What follows belongs to an exercise in optimizing a design on an open flow for small area and a short achievable clock period; a production flow would make more cautious choices. At most, simulation tests tie the RTL to the original design; equivalence was not proved. Power figures rest on the tool's default switching activity, not on a simulated workload.

before:
==> flow/design.v <==
module wlfc_fx (
    input  wire        clk,
    input  wire        rst,         
    input  wire        in_valid,
    input  wire [2:0]  in_op,       
    input  wire [63:0] in_a,
    output reg         out_valid,
    output reg  [63:0] out_data
);
    wire [31:0] w = in_a[31:0];
    wire        op_fl = in_op[2];                         
    wire        op_ff = ~in_op[2] & (in_op[1:0] == 2'd1);
    wire        op_in = ~in_op[2] & (in_op[1:0] == 2'd2);
    wire        op_fr = ~in_op[2] & (in_op[1:0] == 2'd3);
    wire [10:0] ff_e  = in_a[62:52];
    wire [41:0] ff_m  = {1'b1, in_a[51:11]};
    wire        ff_hi = ff_e[10];
    wire        ff_lo = ~ff_e[10] & (&ff_e[9:5]);
    wire [41:0] ff_a  = ff_hi ? ff_m : (ff_lo ? {32'd0, ff_m[41:32]} : 42'd0);
    wire [31:0] fl_x = {1'b0, w[30:0] ^ {31{w[31]}}};
    wire [15:0] v1;  wire [15:0] p1;
    wire [7:0]  v2;  wire [15:0] p2;
    wire [3:0]  v3;  wire [11:0] p3;
    wire [1:0]  v4;  wire [7:0]  p4;
    genvar g;
    generate
        for (g = 0; g < 16; g = g + 1) begin : l1
            assign v1[g] = fl_x[2*g+1] | fl_x[2*g];
            assign p1[g] = fl_x[2*g+1];
        end
        for (g = 0; g < 8; g = g + 1) begin : l2
            assign v2[g] = v1[2*g+1] | v1[2*g];
            assign p2[2*g+1 -: 2] = v1[2*g+1] ? {1'b1, p1[2*g+1]} : {1'b0, p1[2*g]};
        end
        for (g = 0; g < 4; g = g + 1) begin : l3
            assign v3[g] = v2[2*g+1] | v2[2*g];
            assign p3[3*g+2 -: 3] = v2[2*g+1] ? {1'b1, p2[4*g+3 -: 2]} : {1'b0, p2[4*g+1 -: 2]};
        end
        for (g = 0; g < 2; g = g + 1) begin : l4
            assign v4[g] = v3[2*g+1] | v3[2*g];
            assign p4[4*g+3 -: 4] = v3[2*g+1] ? {1'b1, p3[6*g+5 -: 3]} : {1'b0, p3[6*g+2 -: 3]};
        end
    endgenerate
    wire [4:0]  fl_q  = v4[1] ? {1'b1, p4[7:4]} : {1'b0, p4[3:0]};
    wire        fl_xz = ~(v4[1] | v4[0]);
    reg [63:0] sa;
    reg [4:0]  ss;
    always @(*) begin
        if (op_fl) begin
            sa = {w[30:0], 33'd0};
            ss = fl_q;
        end else if (op_ff) begin
            sa = {22'd0, ff_a};
            ss = ~ff_e[4:0];
        end else begin
            sa = {{15{w[31]}}, {8{w[31] & ~op_fr}}, w[31:8] & {24{~op_fr}},
                  w[7] & ~op_in, w[6:0], 9'd0};
            ss = {op_in, op_fr, 3'd0};
        end
    end
    wire [47:0] sh16 = ss[4] ? sa[63:16] : sa[47:0];
    wire [39:0] sh8  = ss[3] ? sh16[47:8] : sh16[39:0];
    wire [35:0] sh4  = ss[2] ? sh8[39:4]  : sh8[35:0];
    wire [33:0] sh2  = ss[1] ? sh4[35:2]  : sh4[33:0];
    wire [32:0] sh   = ss[0] ? sh2[33:1]  : sh2[32:0];
    reg        q_fl;      
    reg        q_ng;      
    reg [4:0]  q_q;
    reg        q_xz;
    reg [32:0] q_sh;
    always @(posedge clk) begin
        if (rst)
            out_valid <= 1'b0;
        else
            out_valid <= in_valid;
        q_fl <= op_fl;
        q_ng <= op_fl ? w[31] : (op_ff & in_a[63]);
        q_q  <= fl_q;
        q_xz <= fl_xz;
        q_sh <= sh[32:0];
    end
    wire [30:0] n_in  = {q_sh[32:9], q_sh[8:2] & {7{q_fl}}};
    wire [30:0] po0 = n_in;
    wire [30:0] po1, po2, po3, po4, po5;
    genvar b;
    generate
        for (b = 0; b < 31; b = b + 1) begin : pfx
            assign po1[b] = (b % 2  >= 1)  ? po0[b] | po0[b - (b % 2)  + 0] : po0[b];
            assign po2[b] = (b % 4  >= 2)  ? po1[b] | po1[b - (b % 4)  + 1] : po1[b];
            assign po3[b] = (b % 8  >= 4)  ? po2[b] | po2[b - (b % 8)  + 3] : po2[b];
            assign po4[b] = (b % 16 >= 8)  ? po3[b] | po3[b - (b % 16) + 7] : po3[b];
            assign po5[b] = (b % 32 >= 16) ? po4[b] | po4[b - (b % 32) + 15] : po4[b];
        end
    endgenerate
    wire [30:0] n_out = n_in ^ ({po5[29:0], 1'b0} & {31{q_ng}});
    wire [8:0]  rnd   = {1'b0, q_sh[8:1]} + {8'd0, q_sh[0]};
    wire [31:0] res   = {n_out[30:7], 8'h00} | {23'd0, rnd};
    wire        fl_p2 = q_ng & ~q_xz & ~|q_sh[32:2];     
    wire        fl_z  = q_xz & ~q_ng;                    
    wire [10:0] fl_e0 = 11'd1015 + {6'd0, q_q};
    wire [10:0] fl_e1 = 11'd1016 + {6'd0, q_q};
    wire [10:0] fl_e  = fl_z ? 11'd0 : (fl_p2 ? fl_e1 : fl_e0);
    always @(*) begin
        if (q_fl)
            out_data = {q_ng, fl_e, n_out, 21'd0};
        else
            out_data = {32'd0, res};
    end
endmodule
==> flow/config.mk <==
export PLATFORM = sky130hd
export DESIGN_NAME = wlfc_fx
export DESIGN_NICKNAME = wlfc_fx
export VERILOG_FILES = /design/flow/design.v
export SDC_FILE = /design/flow/constraint.sdc
export NUM_CORES = 4
export LEC_CHECK = 0
export ABC_AREA = 1
export CAP_MARGIN = 20
export CORE_MARGIN = 2
export CORE_UTILIZATION = 40
export SLEW_MARGIN = 20
==> flow/constraint.sdc <==
create_clock -name core_clock -period 5.5 [get_ports {clk}]
set_input_delay 1.1000 -clock core_clock [delete_from_list [all_inputs] [get_ports {clk}]]
set_output_delay 1.1000 -clock core_clock [all_outputs]
set_load 0.01 [all_outputs]
standard.sh (not shown) runs the stock make flow with config.mk's settings and CLKGATE_MAP_FILE= SYNTH_SCRIPT=/design/flow/synth_recipe.tcl, a recipe that flattens the netlist after the stock synthesis.
==> flow/flow/run.sh <==
#!/bin/bash
# The standard layout (the standard.sh, ORFS synth to finish), except
# that the port buffers ORFS inserts on every input and output use the
# smallest buffer cell, sky130_fd_sc_hd__buf_1, instead of its default.
set -euo pipefail
cd "$(dirname "${BASH_SOURCE[0]}")/.."
bash standard.sh finish "BUFFER_PORTS_ARGS=-buffer_cell sky130_fd_sc_hd__buf_1" > standard_finish.log 2>&1
Relative to before, the following input files were edited for after:
-- flow/design.v --
<<< before, line 98
    wire        fl_p2 = q_ng & ~q_xz & ~|q_sh[32:2];     
    wire        fl_z  = q_xz & ~q_ng;                    
    wire [10:0] fl_e0 = 11'd1015 + {6'd0, q_q};
    wire [10:0] fl_e1 = 11'd1016 + {6'd0, q_q};
    wire [10:0] fl_e  = fl_z ? 11'd0 : (fl_p2 ? fl_e1 : fl_e0);
    always @(*) begin
        if (q_fl)
>>> after, line 98
    wire        fl_p2 = q_ng & ~q_xz & ~|q_sh[32:2];     
    wire        fl_z  = q_xz & ~q_ng;                    
    wire [10:0] fl_e  = fl_z ? 11'd0 : (11'd1015 + {6'd0, q_q} + {10'd0, fl_p2});
    always @(*) begin
        if (q_fl)
### Flow results
- after | stages: all done | timing, DRC, antenna: all pass
- Summary of after over before: number of multi-input combinational cells went down 7; smallest hold slack ~0 delta; initial core utilization lower; fraction of power consumed by combinational cells rose by 0.6 points; critical path depth increased by 5 relative to the old numbers.
- Taking before as the reference point, the number of global-route vias before repair of after falls by 234.
- The fraction of area in multi-input gates was comparable across after and before.
- The post-route non-filler standard cell count of after is lower than that of before.
- In the reports for after and before, the larger net load switching power belongs to before.
- Relative to before, after improves area of the die.
- Relative to before, setup slack has gone down in after.
- Diff after..before | flip-flop and latch count | unchanged
Only the layout flow was run in before; the RTL was not checked for function there.

-- separate check: timing with driven ports --
Ports are ideal in the flow. The routed layouts listed here were re-timed in OpenROAD. Step 1 assumes that a clkbuf_16 drives the clock port and a buf_2 every other input. Step 2 times the ports against the registers' clock, not the clock port: input delays grow and output delays shrink by t, the midpoint of the rising clock arrivals with the driver on. Slacks: ideal ports / drivers / drivers and shift; pairs: ideal ports / drivers.
run | t, ns | setup WS [ns] | hold WS [ns] | worst setup path at the end
before | 0.326 | 1.538 / 1.498 / 1.267 | 0.956 / 0.938 / 1.264 | input to register
after | 0.317 | 1.495 / 1.459 / 1.269 | 0.959 / 0.947 / 1.264 | input to register
After both steps every run listed still meets setup and hold. The setup slack of before, which loses most, moves by -0.040 ns with the drivers and by -0.271 ns with both steps.
